From an optimization exercise on the open Yosys and OpenROAD flow, aimed at small area, a short achievable clock period and few clock cycles; shortcuts taken in it are not production practice.
Only simulation tests tie the RTL to the original design; equivalence was not proved.
Power and IR drop assume default switching activity.

### design/flow/config.mk
export PLATFORM = sky130hd
export DESIGN_NAME = twocan_bpk
export DESIGN_NICKNAME = twocan_bpk
export VERILOG_FILES = /design/flow/design.v
export SDC_FILE = /design/flow/constraint.sdc
export NUM_CORES = 4
export LEC_CHECK = 0
export CAP_MARGIN = 20
export CORE_MARGIN = 2
export CORE_UTILIZATION = 25
export PLACE_DENSITY = 0.4
export SETUP_SLACK_MARGIN = 5
export SLEW_MARGIN = 20
export TNS_END_PERCENT = 5
### design/flow/constraint.sdc
create_clock -name core_clock -period 10.0 [get_ports {clk}]
set_input_delay 2.0000 -clock core_clock [delete_from_list [all_inputs] [get_ports {clk}]]
set_output_delay 2.0000 -clock core_clock [all_outputs]
set_load 0.01 [all_outputs]
### design/flow/design.v
module twocan_bpk (
    input  wire         clk,
    input  wire         rst,         
    input  wire         req_valid,
    input  wire [127:0] req,
    output wire         req_ready,
    output reg          rsp_valid,
    output wire [127:0] rsp
);
    localparam BV_MAX  = 512;
    localparam TXT_MAX = 86;
    localparam OP_NOP    = 8'h00, OP_HDEC  = 8'h01, OP_HENC  = 8'h02;
    localparam OP_NEW    = 8'h20, OP_GETI  = 8'h21, OP_PUTI  = 8'h22;
    localparam OP_GETS   = 8'h23, OP_PUTS  = 8'h24, OP_PUTD  = 8'h25;
    localparam OP_TCLR   = 8'h28, OP_TPUSH = 8'h29, OP_TGET  = 8'h2A;
    localparam OP_DEC6   = 8'h30, OP_ENC6  = 8'h31, OP_A2B   = 8'h32;
    localparam OP_B2A    = 8'h33, OP_TYPE  = 8'h34;
    localparam OP_STAT   = 8'hF0, OP_RESET = 8'hFF;
    localparam ST_OK = 8'h00, ST_ILLEGAL = 8'h80, ST_PGN_RANGE = 8'h81, ST_RANGE = 8'h82;
    localparam ST_VALUE = 8'h83, ST_BAD_ARMOR = 8'h84, ST_AIS_TYPE = 8'h85, ST_UNIMPL = 8'h87;
    localparam S_IDLE = 2'd0, S_GSTR = 2'd1, S_PSTR = 2'd2;
    localparam NW = BV_MAX / 32;     
    reg [31:0]       bvw [0:NW-1];   
    reg [9:0]        bvlen;
    reg [7:0]        txt [0:TXT_MAX-1];
    reg [6:0]        txtlen;
    reg [1:0]  state;
    reg [9:0]  pos;                  
    reg [9:0]  left;                 
    reg [6:0]  gi;                   
    reg [4:0]  grp;                  
    reg [6:0]  lastnz;               
    reg [29:0] ps_buf;               
    reg        b2a_md;               
    reg [9:0]  txt6;                 
    reg [9:0]  gi6, lastnz6;         
    reg        a2b_md;               
    reg [29:0] gs_buf;               
    reg [119:0] rsp_f;               
    reg [7:0]   rsp_st;
    reg         rsp_z;               
    reg         rsp_gi;              
    reg  [5:0]  rsp_gb;              
    reg         rsp_tg;              
    reg  [2:0]  rsp_tl;              
    wire [31:0] gw = rsp_f[55:24];
    reg  [31:0] gw_rev, gm;          
    integer gk;
    always @* for (gk = 0; gk < 32; gk = gk + 1) begin
        gw_rev[gk] = gw[31 - gk];
        gm[gk]     = gtc({6'd0, rsp_gb}, gk);
    end
    wire [31:0] gv_s = gw_rev >> (~rsp_gb[4:0]);
    wire [31:0] gv   = rsp_gb[5] ? gw_rev : {1'b0, gv_s[31:1]};
    wire        gq0  = &(gw | ~gm);                          
    wire        gq1  = ~gw[0] & (&(gw[31:1] | ~gm[31:1]));   
    reg  [7:0]  tg_chr;
    always @* begin
        case (rsp_tl)
            3'd0: tg_chr = rsp_f[63:56];
            3'd1: tg_chr = rsp_f[55:48];
            3'd2: tg_chr = rsp_f[47:40];
            3'd3: tg_chr = rsp_f[39:32];
            default: tg_chr = rsp_f[31:24];
        endcase
    end
    wire [119:0] rsp_fo = rsp_gi ? {rsp_f[119:58], gq1, gq0, gv, rsp_f[23:0]} :
                          rsp_tg ? {64'd0, 24'd0, tg_chr, rsp_f[23:0]} : rsp_f;
    assign rsp = {rsp_fo & {120{~rsp_z}}, rsp_st};
    wire idle = (state == S_IDLE);
    assign req_ready = idle;
    wire accept = req_valid && idle;
    wire [7:0]  op = req[7:0];
    wire [11:0] fa = req[19:8];
    wire [11:0] fb = req[31:20];
    wire [31:0] fw = req[63:32];
    wire [63:0] fd = req[127:64];
    wire za = (fa == 12'd0);
    wire zb = (fb == 12'd0);
    wire zw = (fw == 32'd0);
    wire zd = (fd == 64'd0);
    wire zw8 = (fw[31:8] == 24'd0);
    wire is_nop  = (op == OP_NOP),  is_hdec = (op == OP_HDEC), is_henc = (op == OP_HENC);
    wire is_new  = (op == OP_NEW),  is_geti = (op == OP_GETI), is_puti = (op == OP_PUTI);
    wire is_gets = (op == OP_GETS), is_puts = (op == OP_PUTS), is_putd = (op == OP_PUTD);
    wire is_tclr = (op == OP_TCLR), is_push = (op == OP_TPUSH), is_tget = (op == OP_TGET);
    wire is_dec6 = (op == OP_DEC6), is_enc6 = (op == OP_ENC6), is_a2b  = (op == OP_A2B);
    wire is_b2a  = (op == OP_B2A),  is_type = (op == OP_TYPE);
    wire is_stat = (op == OP_STAT), is_sres = (op == OP_RESET);
    function gtc;
        input [11:0] x;
        input [11:0] c;
        integer i;
        begin
            gtc = 1'b0;
            for (i = 0; i < 12; i = i + 1)
                gtc = c[i] ? (x[i] & gtc) : (x[i] | gtc);
        end
    endfunction
    function [5:0] armor_val;        
        input [7:0] c;
        reg [4:0] u;
        reg [2:0] x, h;
        begin
            u = c[7:3];
            x = u[2:0];
            if (u[3] & u[2]) h = {x[2] ^ (x[1] & x[0]), x[1] ^ x[0], ~x[0]};    
            else             h = {x[2] ^ x[1], ~x[1], x[0]};                    
            armor_val = {h, c[2:0]};
        end
    endfunction
    function armor_ok;
        input [7:0] c;
        reg [4:0] u;
        begin
            u = c[7:3];
            armor_ok = ~u[4] & ((~u[3] & u[2] & u[1]) | (u[3] & ~(u[1] & u[0])));
        end
    endfunction
    function [7:0] armor_chr;        
        input [5:0] v;
        reg [2:0] y;
        reg [4:0] h;
        begin
            y = v[5:3];
            h[4] = 1'b0;
            h[3] = y[2] | y[1];
            h[2] = ~(y[2] | y[1]) | (y[2] & (y[1] | y[0]));
            h[1] = (~y[2] & ~y[1]) | (y[2] & ~y[1] & ~y[0]) | (y[2] & y[1] & y[0]);
            h[0] = (~y[2] & y[0]) | (y[2] & y[1] & ~y[0]);
            armor_chr = {h, v[2:0]};
        end
    endfunction
    function [7:0] itu_chr;          
        input [5:0] v;
        itu_chr = {1'b0, ~v[5], v};
    endfunction
    genvar k, g;
    reg any_bad_str, any_bad_arm;
    function str_bad;
        input [7:0] c;
        str_bad = c[7] | ~(c[6] ^ c[5]);
    endfunction
    wire [4:0] tlt;              
    generate for (g = 0; g < 5; g = g + 1) begin : g_tlt
        assign tlt[g] = gtc({5'd0, txtlen}, g);
    end endgenerate
    localparam NG = (TXT_MAX + 4) / 5;
    reg [4:0] fa_g;              
    reg [2:0] fa_l;              
    integer dq;
    always @* begin
        fa_g = 5'd0;
        fa_l = 3'd0;
        for (dq = 0; dq < 128; dq = dq + 1)
            if (fa[6:0] == dq) begin
                fa_g = dq / 5;
                fa_l = dq % 5;
            end
    end
    wire [39:0] tgrp [0:NG-1];
    generate for (g = 0; g < NG; g = g + 1) begin : g_tgrp
        genvar c;
        for (c = 0; c < 5; c = c + 1) begin : g_c
            if (5*g + c < TXT_MAX) begin : g_in
                assign tgrp[g][39 - 8*c -: 8] = txt[5*g + c];
            end else begin : g_out
                assign tgrp[g][39 - 8*c -: 8] = 8'd0;
            end
        end
    end endgenerate
    wire [4:0]  tr_g   = idle ? fa_g : (grp + 5'd1);
    wire [39:0] tr_grp = tgrp[tr_g];
    wire [15:0] dec_fa, dec_pos;
    generate for (k = 0; k < 16; k = k + 1) begin : g_dec
        assign dec_fa[k]  = (fa[8:5] == k);
        assign dec_pos[k] = (pos[8:5] == k);
    end endgenerate
    wire [15:0] rp_dw = idle ? dec_fa : dec_pos;
    wire [5:0]  rp_sh = idle ? fa[5:0] : pos[5:0];
    reg  [31:0] rp_odd, rp_even;
    integer ri;
    always @* begin
        rp_odd  = 32'd0;
        rp_even = 32'd0;
        for (ri = 0; ri < 8; ri = ri + 1) begin
            if (rp_dw[2*ri] || (ri > 0 && rp_dw[2*ri-1])) rp_even = rp_even | bvw[2*ri];
            if (rp_dw[2*ri] || rp_dw[2*ri+1])             rp_odd  = rp_odd  | bvw[2*ri+1];
        end
    end
    wire [63:0]  rp_oe  = {rp_odd, rp_even};
    wire [127:0] rp_dbl = {rp_oe, rp_oe} >> rp_sh;
    wire [31:0]  rw     = rp_dbl[31:0];
    function carry13;
        input [12:0] x, y;
        reg [12:0] gg, pp;
        integer i, d;
        begin
            gg = x & y;
            pp = x | y;
            for (d = 1; d < 13; d = d * 2)
                for (i = 12; i >= 0; i = i - 1)
                    if (i >= d) begin
                        gg[i] = gg[i] | (pp[i] & gg[i-d]);
                        pp[i] = pp[i] & pp[i-d];
                    end
            carry13 = gg[12];
        end
    endfunction
    wire [12:0] fc_x = {1'b0, fa} ^ {1'b0, fb} ^ {3'b111, ~bvlen};
    wire [13:0] fc_c = {({1'b0, fa} & {1'b0, fb}) | ({1'b0, fa} & {3'b111, ~bvlen}) | ({1'b0, fb} & {3'b111, ~bvlen}), 1'b0};
    wire        fld_out = fc_c[13] | carry13(fc_x, fc_c[12:0]);
    wire [6:0]  fs_a  = fa[11:5];
    wire [5:0]  fs_s  = {1'b0, fa[4:0]} + fb[5:0];
    wire [6:0]  fs_lh = {2'd0, bvlen[9:5]};
    wire [6:0]  fs_lm = fs_lh - 7'd1;            
    wire        fs_lz = (bvlen[9:5] == 5'd0);
    wire        fs_le = (fs_s[4:0] <= bvlen[4:0]);
    wire        fs_ok0 = (fs_a < fs_lh) || ((fs_a == fs_lh) && fs_le);
    wire        fs_ok1 = !fs_lz && ((fs_a < fs_lm) || ((fs_a == fs_lm) && fs_le));
    wire        fld_out32 = fs_s[5] ? !fs_ok1 : !fs_ok0;
    wire        b_int_bad = zb || gtc(fb, 12'd32);
    function [1:0] m3add;
        input [1:0] x, y;
        begin
            m3add[0] = (~x[1] & ~x[0] & y[0]) | (x[0] & ~y[1] & ~y[0]) | (x[1] & y[1]);
            m3add[1] = (~x[1] & ~x[0] & y[1]) | (x[1] & ~y[1] & ~y[0]) | (x[0] & y[0]);
        end
    endfunction
    function [1:0] m3dig;
        input [1:0] d;
        m3dig = {d[1] & ~d[0], d[0] & ~d[1]};
    endfunction
    wire [1:0] fb_m3 = m3add(m3add(m3add(m3dig(fb[1:0]), m3dig(fb[3:2])),
                                   m3add(m3dig(fb[5:4]), m3dig(fb[7:6]))),
                             m3add(m3dig(fb[9:8]), m3dig(fb[11:10])));
    wire        b_mod6 = fb[0] || (fb_m3 != 2'd0);
    wire        len_bad6 = zb || b_mod6;
    wire [7:0] hb0 = fw[7:0], hb1 = fw[15:8], hb2 = fw[23:16], hb3 = fw[31:24];
    wire       hb2_hi = gtc({4'd0, hb2}, 12'd239);
    wire [16:0] dec_pgn = {hb3[0], hb2, (hb2_hi ? hb1 : 8'h00)};
    wire [7:0]  dec_dst = (hb3[0] || hb2_hi) ? 8'd255 : hb1;
    wire [7:0]  enc_b1 = gtc({4'd0, fw[15:8]}, 12'd239) ? fw[7:0] : fd[15:8];
    wire [31:0] enc_id = {3'b000, fd[18:16], 1'b0, fw[16], fw[15:8], enc_b1, fd[7:0]};
    reg [31:0] m_len;           
    integer mj;
    always @* for (mj = 0; mj < 32; mj = mj + 1)
        m_len[mj] = gtc({6'd0, fb[5:0]}, mj);
    wire        puti_big = |(fw & ~m_len);
    wire [5:0] typ = {bvw[0][0], bvw[0][1], bvw[0][2], bvw[0][3], bvw[0][4], bvw[0][5]};
    wire       typ_bad = (typ == 6'd0) || gtc({6'd0, typ}, 12'd27);
    wire        a2b_rng = gtc(fa, 12'd5) || (txtlen == 7'd0 && fa[2:0] != 3'd0) ||
                          (txtlen == TXT_MAX && !fa[2]);
    wire [9:0]  txt6_1 = txt6 - 10'd1, txt6_2 = txt6 - 10'd2, txt6_3 = txt6 - 10'd3;
    wire [9:0]  txt6_4 = txt6 - 10'd4, txt6_5 = txt6 - 10'd5;
    reg  [9:0]  a2b_len;
    always @* begin
        case (fa[2:0])
            3'd1: a2b_len = txt6_1;
            3'd2: a2b_len = txt6_2;
            3'd3: a2b_len = txt6_3;
            3'd4: a2b_len = txt6_4;
            3'd5: a2b_len = txt6_5;
            default: a2b_len = txt6;
        endcase
    end
    wire [31:0] raw_r =
          ({32{is_geti}} & rw)
        | ({32{is_hdec}} & {15'd0, dec_pgn})
        | ({32{is_henc}} & enc_id)
        | ({32{is_tget}} & tr_grp[31:0])
        | ({32{is_dec6}} & {26'd0, armor_val(fw[7:0])})
        | ({32{is_enc6}} & {24'd0, armor_chr(fw[5:0])})
        | ({32{is_type}} & {26'd0, typ});
    wire [23:0] raw_n =
          ({24{is_new}}  & {12'd0, fb})
        | ({24{is_push}} & {17'd0, txtlen + 7'd1})
        | ({24{is_tget}} & {17'd0, txtlen})
        | ({24{is_a2b}}  & {14'd0, a2b_len})
;
    wire [63:0] raw_q =
          ({64{is_hdec}} & {45'd0, hb3[4:2], dec_dst, hb0})
        | ({64{is_tget}} & {56'd0, tr_grp[39:32]});
    reg ill;
    always @* begin
        case (op)
            OP_NOP, OP_TCLR, OP_B2A, OP_TYPE, OP_STAT, OP_RESET:
                      ill = !(za && zb && zw && zd);
            OP_HDEC:  ill = !(za && zb && zd);
            OP_HENC:  ill = !(za && zb && fd[63:19] == 45'd0);
            OP_NEW:   ill = !(za && zw && zd);
            OP_GETI, OP_GETS, OP_PUTS:
                      ill = !(zw && zd);
            OP_PUTI, OP_PUTD:
                      ill = !zd;
            OP_TPUSH, OP_DEC6, OP_ENC6:
                      ill = !(za && zb && zw8 && zd);
            OP_TGET, OP_A2B:
                      ill = !(zb && zw && zd);
            default:  ill = 1'b1;
        endcase
    end
    reg [7:0] st;
    always @* begin
        st = ST_OK;
        if (ill) st = ST_ILLEGAL;
        else if (is_henc && fw[31:17] != 15'd0) st = ST_PGN_RANGE;
        else if (is_new && gtc(fb, BV_MAX)) st = ST_RANGE;
        else if ((is_geti || is_puti) && (b_int_bad || fld_out32)) st = ST_RANGE;
        else if (is_puti && puti_big) st = ST_VALUE;
        else if ((is_gets || is_puts) && (len_bad6 || fld_out)) st = ST_RANGE;
        else if (is_puts && ({3'b0, txt6} > {1'b0, fb} || any_bad_str)) st = ST_VALUE;
        else if (is_putd) st = ST_UNIMPL;
        else if (is_push && txtlen == TXT_MAX) st = ST_RANGE;
        else if (is_tget && {1'b0, fa} >= {6'd0, txtlen}) st = ST_RANGE;
        else if (is_dec6 && !armor_ok(fw[7:0])) st = ST_BAD_ARMOR;
        else if (is_enc6 && fw[7:6] != 2'd0) st = ST_VALUE;
        else if (is_a2b && a2b_rng) st = ST_RANGE;
        else if (is_a2b && any_bad_arm) st = ST_BAD_ARMOR;
        else if (is_type && !gtc({2'd0, bvlen}, 12'd5)) st = ST_RANGE;
        else if (is_type && typ_bad) st = ST_AIS_TYPE;
    end
    wire st_zero = st[7] && (st != ST_AIS_TYPE);
    wire ok_new  = accept && is_new  && !ill && !gtc(fb, BV_MAX);
    wire ok_puti = accept && is_puti && !ill && !b_int_bad && !fld_out32 && !puti_big;
    wire ok_gets = accept && is_gets && !ill && !len_bad6 && !fld_out;
    wire ok_puts = accept && is_puts && !ill && !len_bad6 && !fld_out &&
                   !({3'b0, txt6} > {1'b0, fb}) && !any_bad_str;
    wire ok_tclr = accept && is_tclr && !ill;
    wire ok_push = accept && is_push && !ill && (txtlen != TXT_MAX);
    wire ok_a2b  = accept && is_a2b  && !ill && !a2b_rng && !any_bad_arm;
    wire ok_b2a  = accept && is_b2a  && !ill;
    wire ok_sres = accept && is_sres && !ill;
    wire [9:0] ps_left = left;
    wire [6:0] ps_tl = txtlen - gi - 7'd5;  
    wire [5:0] gs_v [0:4];
    wire [4:0] gs_ok;            
    wire [4:0] gs_nz;
    generate for (k = 0; k < 5; k = k + 1) begin : g_lane
        assign gs_v[k]  = {gs_buf[6*k], gs_buf[6*k+1], gs_buf[6*k+2], gs_buf[6*k+3], gs_buf[6*k+4], gs_buf[6*k+5]};
        assign gs_ok[k] = gtc({2'd0, ps_left}, 6 * k);
        assign gs_nz[k] = gs_ok[k] && (gs_v[k] != 6'd0);
    end endgenerate
    wire       ps_last = !gtc({2'd0, ps_left}, 12'd30);
    reg  [6:0] gs_len;
    reg  [9:0] gs_len6;
    always @* begin
        gs_len = lastnz;
        gs_len6 = lastnz6;
        if (gs_nz[0]) begin gs_len = gi + 7'd1; gs_len6 = gi6 + 10'd6;  end
        if (gs_nz[1]) begin gs_len = gi + 7'd2; gs_len6 = gi6 + 10'd12; end
        if (gs_nz[2]) begin gs_len = gi + 7'd3; gs_len6 = gi6 + 10'd18; end
        if (gs_nz[3]) begin gs_len = gi + 7'd4; gs_len6 = gi6 + 10'd24; end
        if (gs_nz[4]) begin gs_len = gi + 7'd5; gs_len6 = gi6 + 10'd30; end
    end
    wire [2:0] b2a_cl = {2'd0, gtc({2'd0, left}, 0)} + {2'd0, gtc({2'd0, left}, 6)} +
                        {2'd0, gtc({2'd0, left}, 12)} + {2'd0, gtc({2'd0, left}, 18)} +
                        {2'd0, gtc({2'd0, left}, 24)};
    reg  [2:0] b2a_c6l;           
    reg  [9:0] b2a_m6;            
    always @* begin
        case (b2a_cl)
            3'd1: begin b2a_c6l = 3'd6; b2a_m6 = gi6 + 10'd6;  end
            3'd2: begin b2a_c6l = 3'd4; b2a_m6 = gi6 + 10'd12; end
            3'd3: begin b2a_c6l = 3'd2; b2a_m6 = gi6 + 10'd18; end
            3'd4: begin b2a_c6l = 3'd0; b2a_m6 = gi6 + 10'd24; end
            3'd5: begin b2a_c6l = 3'd6; b2a_m6 = gi6 + 10'd30; end
            default: begin b2a_c6l = 3'd0; b2a_m6 = gi6; end
        endcase
    end
    wire [2:0] b2a_pad = b2a_c6l - left[2:0];
    wire [6:0] b2a_m   = gi + {4'd0, b2a_cl};
    wire [29:0] ps_codes, ps_first;
    generate for (k = 0; k < 5; k = k + 1) begin : g_pc
        assign ps_codes[29 - 6*k -: 6] = (gtc({5'd0, ps_tl}, k) && gtc({5'd0, txtlen}, {5'd0, gi} + 12'd4)) ?
                                         (a2b_md ? armor_val(tr_grp[39 - 8*k -: 8]) : tr_grp[37 - 8*k -: 6]) : 6'd0;
        assign ps_first[29 - 6*k -: 6] = tlt[k] ? (is_a2b ? armor_val(txt[k]) : txt[k][5:0]) : 6'd0;
    end endgenerate
    wire        wp_en = idle ? ok_puti : (state == S_PSTR);
    wire [15:0] wp_dw = idle ? dec_fa : dec_pos;
    wire [4:0]  wp_s0 = idle ? fa[4:0] : pos[4:0];
    wire [31:0] wraw  = idle ? fw : {ps_buf, 2'b00};
    reg  [31:0] wu;
    wire [5:0]  wb    = idle ? fb[5:0] : (gtc({2'd0, left}, 12'd29) ? 6'd30 : left[5:0]);
    reg  [31:0] wm;              
    integer wj;
    always @* for (wj = 0; wj < 32; wj = wj + 1) begin
        wu[wj] = wraw[31 - wj];
        wm[wj] = gtc({6'd0, wb}, wj);
    end
    wire [4:0]  wp_amt = idle ? (fa[4:0] + fb[4:0]) : pos[4:0];
    wire [63:0] wd_dbl = {wu, wu} << wp_amt;
    wire [63:0] wm_dbl = {wm, wm} << wp_s0;
    wire [31:0] wp_rot = wd_dbl[63:32];
    wire [31:0] wm_rot = wm_dbl[63:32];
    reg  [31:0] wp_mlo, wp_mhi;
    integer wq;
    always @* for (wq = 0; wq < 32; wq = wq + 1) begin
        wp_mlo[wq] = wm_rot[wq] && !gtc({7'd0, wp_s0}, wq);     
        wp_mhi[wq] = wm_rot[wq] &&  gtc({7'd0, wp_s0}, wq);
    end
    genvar wv;
    generate for (wv = 0; wv < NW; wv = wv + 1) begin : g_bv
        wire sel = wp_en && ((wv % 2 == 1) ? (wp_dw[wv] || wp_dw[wv-1])
                                           : (wp_dw[wv] || (wv > 0 && wp_dw[(wv > 0) ? wv-1 : 0])));
        wire lo  = wp_dw[wv];      
        wire [31:0] msk = lo ? wp_mlo : wp_mhi;
        integer j;
        always @(posedge clk) begin
            for (j = 0; j < 32; j = j + 1) begin
                if (sel && msk[j])
                    bvw[wv][j] <= wp_rot[j];
                else if (ok_new || ok_a2b)
                    bvw[wv][j] <= 1'b0;
            end
        end
    end endgenerate
    wire       gs_on   = (state == S_GSTR);
    wire [7:0] lane_d [0:4];
    wire [7:0] lane_c [0:4];
    wire [4:0] lane_bs, lane_ba;
    generate for (k = 0; k < 5; k = k + 1) begin : g_ld
        assign lane_c[k] = b2a_md ? armor_chr(gs_v[k]) : itu_chr(gs_v[k]);
        assign lane_d[k] = gs_on ? lane_c[k] : fw[7:0];
        assign lane_bs[k] = gs_ok[k] && str_bad(lane_c[k]);
        assign lane_ba[k] = gs_ok[k] && !armor_ok(lane_c[k]);
    end endgenerate
    generate for (g = 0; g < TXT_MAX; g = g + 1) begin : g_txt
        wire we = (idle && txtlen == g) || (gs_on && grp == g / 5 && gs_ok[g % 5]);
        always @(posedge clk) begin
            if (we)
                txt[g] <= lane_d[g % 5];
        end
    end endgenerate
    always @(posedge clk) begin
        if (rst) begin
            state     <= S_IDLE;
            rsp_valid <= 1'b0;
            bvlen     <= 10'd0;
            txtlen    <= 7'd0;
            txt6      <= 10'd0;
            any_bad_str <= 1'b0;
            any_bad_arm <= 1'b0;
        end else begin
            rsp_valid <= 1'b0;
            case (state)
                S_IDLE: if (accept) begin
                    pos    <= is_gets ? (fa[9:0] + 10'd30) : is_b2a ? 10'd30 : is_a2b ? 10'd0 : fa[9:0];
                    gs_buf <= rw[29:0];
                    left   <= is_b2a ? bvlen : is_a2b ? a2b_len : fb[9:0];
                    gi6    <= 10'd0;
                    lastnz6 <= 10'd0;
                    b2a_md <= is_b2a;
                    a2b_md <= is_a2b;
                    ps_buf <= ps_first;
                    gi     <= 7'd0;
                    grp    <= 5'd0;
                    lastnz <= 7'd0;
                    if (ok_new)  bvlen  <= fb[9:0];
                    if (ok_a2b)  bvlen  <= a2b_len;
                    if (ok_tclr) txtlen <= 7'd0;
                    if (ok_push) begin
                        txtlen <= txtlen + 7'd1;
                        txt6   <= txt6 + 10'd6;
                    end
                    if (ok_tclr) txt6 <= 10'd0;
                    if (ok_sres) begin
                        bvlen  <= 10'd0;
                        txtlen <= 7'd0;
                        txt6   <= 10'd0;
                    end
                    if (ok_tclr || ok_sres || ok_gets || ok_b2a) begin
                        any_bad_str <= 1'b0;
                        any_bad_arm <= 1'b0;
                    end
                    if (ok_push) begin
                        any_bad_str <= any_bad_str | str_bad(fw[7:0]);
                        any_bad_arm <= any_bad_arm | !armor_ok(fw[7:0]);
                    end
                    rsp_f  <= {raw_q, raw_r, raw_n};
                    rsp_st <= st;
                    rsp_z  <= st_zero;
                    rsp_gi <= is_geti;
                    rsp_gb <= fb[5:0];
                    rsp_tg <= is_tget;
                    rsp_tl <= fa_l;
                    if (ok_gets || ok_b2a)
                        state <= S_GSTR;
                    else if (ok_puts || ok_a2b)
                        state <= S_PSTR;
                    else
                        rsp_valid <= 1'b1;
                end
                S_GSTR: begin
                    lastnz <= gs_len;
                    lastnz6 <= gs_len6;
                    gi6    <= gi6 + 10'd30;
                    gs_buf <= rw[29:0];
                    any_bad_str <= any_bad_str | (|lane_bs);
                    any_bad_arm <= any_bad_arm | (|lane_ba);
                    gi     <= gi + 7'd5;
                    grp    <= grp + 5'd1;
                    pos    <= pos + 10'd30;
                    left   <= left - 10'd30;
                    if (ps_last) begin
                        if (b2a_md) begin
                            txtlen <= b2a_m;
                            txt6   <= b2a_m6;
                            rsp_f  <= {64'd0, 29'd0, b2a_pad, 17'd0, b2a_m};
                        end else begin
                            txtlen <= gs_len;
                            txt6   <= gs_len6;
                            rsp_f  <= {96'd0, 17'd0, gs_len};
                        end
                        rsp_valid <= 1'b1;
                        state     <= S_IDLE;
                    end
                end
                S_PSTR: begin
                    gi   <= gi + 7'd5;
                    grp  <= grp + 5'd1;
                    pos  <= pos + 10'd30;
                    left <= left - 10'd30;
                    ps_buf <= ps_codes;
                    if (ps_last) begin
                        rsp_valid <= 1'b1;
                        state     <= S_IDLE;
                    end
                end
                default: state <= S_IDLE;
            endcase
        end
    end
endmodule
### design/flow/run.sh
#!/bin/bash
# synth_recipe.tcl (not shown) runs the flow's synth.tcl, then flattens the netlist and writes it again
# the make line also repeats each setting of config.mk as NAME=value (left out here)
make -C /OpenROAD-flow-scripts/flow DESIGN_CONFIG=/design/flow/config.mk WORK_HOME=/design/flow/orfs CLKGATE_MAP_FILE= SYNTH_SCRIPT=/design/flow/synth_recipe.tcl finish
==> results.rst <==
.. list-table::
   :header-rows: 1

   * - Metric
     - Value
   * - Internal Dissipation
     - 11.3 mW
   * - Arrival @ worst endpoint
     - about 6.9 ns
   * - Post-route ant nets
     - 0
   * - Maximum number of pins on one net before global-route repair
     - between 150 and 200
   * - Number of antenna violations at the first check in global routing
     - 41
   * - Clock transition time at the flip-flop clock pins of the worst setup and hold paths
     - roughly 0.060 ns
   * - Effective utilization at floorplan
     - 0.252
   * - Global-route wire length before repair
     - 702 mm
   * - Post-layout instance area
     - between 0.1 and 0.15 mm2
   * - CTS Buf Count
     - 180
   * - Final period demand of the worst path
     - 6.31 ns
   * - Die Y
     - between 600 and 700 um
   * - Slowest stage cell, crit path
     - a222oi_1
   * - Cell Count Post-Placement
     - ~14,000
   * - Total number of H-tree levels
     - 4
   * - Sequential share of power
     - 0.397
   * - Run status
     - complete, but fails checks
   * - Buffer cell driving the clock tree root
     - clkbuf_16
   * - Flops & latches, synth
     - between 1,000 and 1,500
   * - Yosys warning total
     - 4
   * - Part of the total power dissipated in the clock network
     - 0.387
   * - Final cell utilization of the core
     - 0.321
   * - Overall power of the completed layout
     - 16.7 mW
   * - Final setup violation count
     - 0
   * - Proportion of synthesized chip area in sequential cells
     - 0.475
   * - Residual overflow from global routing
     - 0
   * - Highest ir drop seen on vdd
     - approximately 140 uV
   * - Ordered cell list for the critical path
     - buf_6, buf_12, buf_4, nand3_4, a211oi_1, or4_4, or4b_4, o21ai_2, buf_6, nor3_4, buf_12, a222oi_1, nand3_2, a21oi_2, nand4_1, a222oi_1, buf_4, o2bb2ai_4, buf_6
   * - Count of endpoints failing hold in the final timing report
     - 0
   * - Die Area
     - 0.364 mm2
   * - Net switching component of the power
     - between 5 and 6 mW
   * - Maximum clock skew at final layout
     - 0.114 ns
   * - Clock tree from TritonCTS
     - built
   * - Width of the chip
     - roughly 600 um
   * - Number of cells in the finished layout apart from fillers
     - 14,600
   * - Final nets
     - ~9,900
   * - Clock tree buffer depth
     - 4
   * - Routed wire length
     - about 530 mm
   * - Critical Path End Type
     - register
   * - Crit Path Class
     - in2reg
   * - Share of post-route cells with drive strength above 1
     - 0.205
   * - Critical path data required time
     - ~11 ns
   * - Most numerous cell on the critical path
     - buf_6
   * - I/O Buffers
     - between 150 and 200
   * - Post-Place Worst Slack
     - approximately 0.96 ns
   * - Cell Area, Placed
     - between 0.09 and 0.1 mm2
   * - Number of pins with negative max-slew slack in the final report
     - 6
   * - Layout Check Failures
     - max-capacitance violations, max-slew violations
   * - Final period util
     - 0.631
   * - CP max stage delay
     - 1.03 ns
   * - Worst Path Max Fanout
     - 11
   * - Type of element launching the critical path
     - input port
   * - Net switching share of the total power
     - 0.327
   * - Maximum clock frequency
     - 159 MHz
   * - Number of violations of the max-capacitance limit
     - 1
   * - Average routed wire per standard cell
     - roughly 37 um
   * - Power density of the placed cells
     - between 100 and 150 mW/mm2
   * - Ports placed on the boundary
     - about 260
   * - Number of sinks on the clock net
     - ~1,400
   * - Worst-Skew Late Latency
     - about 0.94 ns
   * - CP Buf/Inv Count
     - 7
   * - Min Hold Slack
     - around 0.57 ns
   * - DR iter-0 viols
     - 13,300
   * - Path category of the worst min-delay check
     - reg2reg
   * - Least setup slack across all paths after layout
     - approximately 3.7 ns
   * - HPWL after detailed placement
     - around 360 mm
   * - Aggregate negative setup slack
     - 0 ns
   * - Global placer's final weighted congestion
     - roughly 0.98
   * - Synthesized instance count
     - between 9,000 and 10,000
   * - Unrepaired setup endpoints after global routing
     - true
   * - Via count of the first global-routing pass
     - 80,400
   * - Post-synth design cell area
     - between 0.08 and 0.09 mm2
   * - Tightest slew margin relative to the limit
     - -0.0138
   * - Growth of design area from synthesis to finish
     - 27.5%
   * - Overall Global Routing Usage
     - 0.276
   * - Number of enable flip-flop cells after synthesis
     - around 1,400
   * - Routed via count divided by cell count
     - between 6 and 7
   * - Async set-reset flop share out of synthesis
     - 0
   * - Average size of a mapped cell
     - about 9.9 um2
   * - Std-Cell Core Area
     - 0.356 mm2
   * - First-pass detailed-route iteration total
     - 9
   * - CP top delay family
     - compound AO/OA/AOI/OAI gates
   * - Total DRC errors in the routed layout
     - 0
   * - Main flop type after synthesis
     - edfxtp_1
   * - Leakage power total
     - 42.0 nW
   * - Number of different library cells in the post-synthesis netlist
     - 106
   * - Site Rows
     - 219
   * - Comb power frac
     - 0.216
   * - Transition time at the pin with the least slew margin
     - about 1.5 ns
   * - Fill cell count
     - roughly 36,000
   * - Via Count
     - roughly 88,000
layout make-up:
type,count,area (um2),share of cell area
Multi-Input combinational cell,6737,47000,0.411
Inverter,138,563,0.00492
Timing Repair Buffer,1178,12600,0.110
Antenna cell,29,72.6,0.000634
Sequential cell,1430,42600,0.373
Clock inverter,92,863,0.00755
Clock buffer,217,4690,0.0410
Tap cell,4751,5940,0.0520
path summary, 6_finish.rpt:
path              startpoint        end  slack (ns)  cells after the start
setup reg to reg      grp[0]  rsp_f[33]        3.89                     17
hold reg to reg     state[0]   state[0]        0.57                      2
setup / recovery      req[8]  rsp_f[33]        3.69                     19
hold / removal      state[0]   state[0]        0.57                      2
layer usage:
| metal | GRT usage | routed length [um] |
|---|---|---|
| met1 | 0.367 | 214000 |
| met2 | 0.410 | 225000 |
| met3 | 0.0669 | 58500 |
| met4 | 0.146 | 34400 |
| met5 | 0 | 96 |
power by group through the flow:
stage	clock [mW]	sequential (mW)	combinational, mW
final	6.48	6.65	3.62
after global placement	0	6.77	3.08
after CTS	6.57	6.64	3.26
after detailed placement	0	6.77	3.08
after global routing	6.77	6.64	3.67
after floorplan	0	6.72	1.53
kinds of logic after synthesis:
family,count (synthesis),share of synthesized area
simple gates,3061,0.156
compound gates,2807,0.218
flops,1430,0.475
buf+inv,993,0.0472
mux,533,0.0700
fa+ha+maj,155,0.0227
xor+xnor,106,0.0104
other cells,1,0.0000418
placed cells by master, fill, tap and decap left out, types with 204 or more instances in the layout:
cell       netlist  routed
mux2i_1        356     335
buf_4           76     697
a22oi_1        288     270
o22ai_1        275     255
a21oi_1        491     443
o21ai_0        471     404
nand3_1        225     205
nor2_1         925     876
nand2_1        998     976
edfxtp_1      1398    1398
clkbuf_16        0     204
synthesized netlist by cell type (86+ instances only):
| cell type | number | area [um2] |
|---|---|---|
| clkbuf_1 | 510 | 1910 |
| nor2_1 | 925 | 3470 |
| a222oi_1 | 112 | 1120 |
| nand3_1 | 225 | 1130 |
| buf_1 | 106 | 398 |
| ha_1 | 127 | 1590 |
| o22ai_1 | 275 | 1720 |
| nand2_1 | 998 | 3750 |
| mux2i_1 | 356 | 3560 |
| nand2b_1 | 144 | 901 |
| a31oi_1 | 86 | 538 |
| mux2_2 | 112 | 1260 |
| a22o_1 | 87 | 762 |
| o21ai_0 | 471 | 2360 |
| inv_1 | 131 | 492 |
| and2_1 | 146 | 913 |
| a22oi_1 | 288 | 2160 |
| nor2b_1 | 90 | 563 |
| a21oi_1 | 491 | 2460 |
| o211ai_1 | 86 | 646 |
| edfxtp_1 | 1398 | 42000 |
| a221oi_1 | 88 | 771 |
| buf_2 | 160 | 801 |
| nor3_1 | 180 | 901 |
repair_timing:
action / in CTS / in global routing
pin swaps: 83 / 166
setup buffers: 168 / 242
setup endpoints to repair: 1272 / 1275
cloned: 41 / 27
gates resized for setup: 417 / 586
hold buffers: 0 / 0
tightest hold or removal path, delay by kind of cell (launching register included):
family	cells	cell delay, ns
DFF	1	0.37
AOI/OAI and AO/OA	2	0.16
sequential cells by signal (all words and copies together) (netlist names), 2 cells and up:
signal   flops
state        2
rsp_tl       3
gi6          9
txt        688
rsp_st       4
bvw        512
bvlen       10
rsp_gb       6
ps_buf      30
pos          9
gs_buf      30
gi           7
grp          5
lastnz6     10
left        10
rsp_f       63
lastnz       7
txtlen       7
txt6        10
Testbench counts, summed over its fixed seeds: cycles 9,926.

port drivers added, routing unchanged:
The results above use ideal ports. As a check the final layout listed here was re-extracted and re-timed, cells and wires unchanged.
Step 1 sets driving cells, clkbuf_16 on the clock port and buf_2 on the other inputs (assumed; they add their load-dependent delay and slew).
Step 2 times the ports against the registers' clock, not the clock port: input delays grow and output delays shrink by t, the midpoint of the rising clock arrivals with the driver on.
Slacks: ideal / step 1 / step 2; pairs: ideal / step 1.
t, ns: 0.990
setup WS [ns]: 3.695 / 3.702 / 2.712
worst hold slack (ns): 0.569 / 0.569 / 0.569
worst setup path after step 2: input to register
For this run, drivers alone change the setup slack by +0.007 ns; drivers and shift together by -0.983 ns.
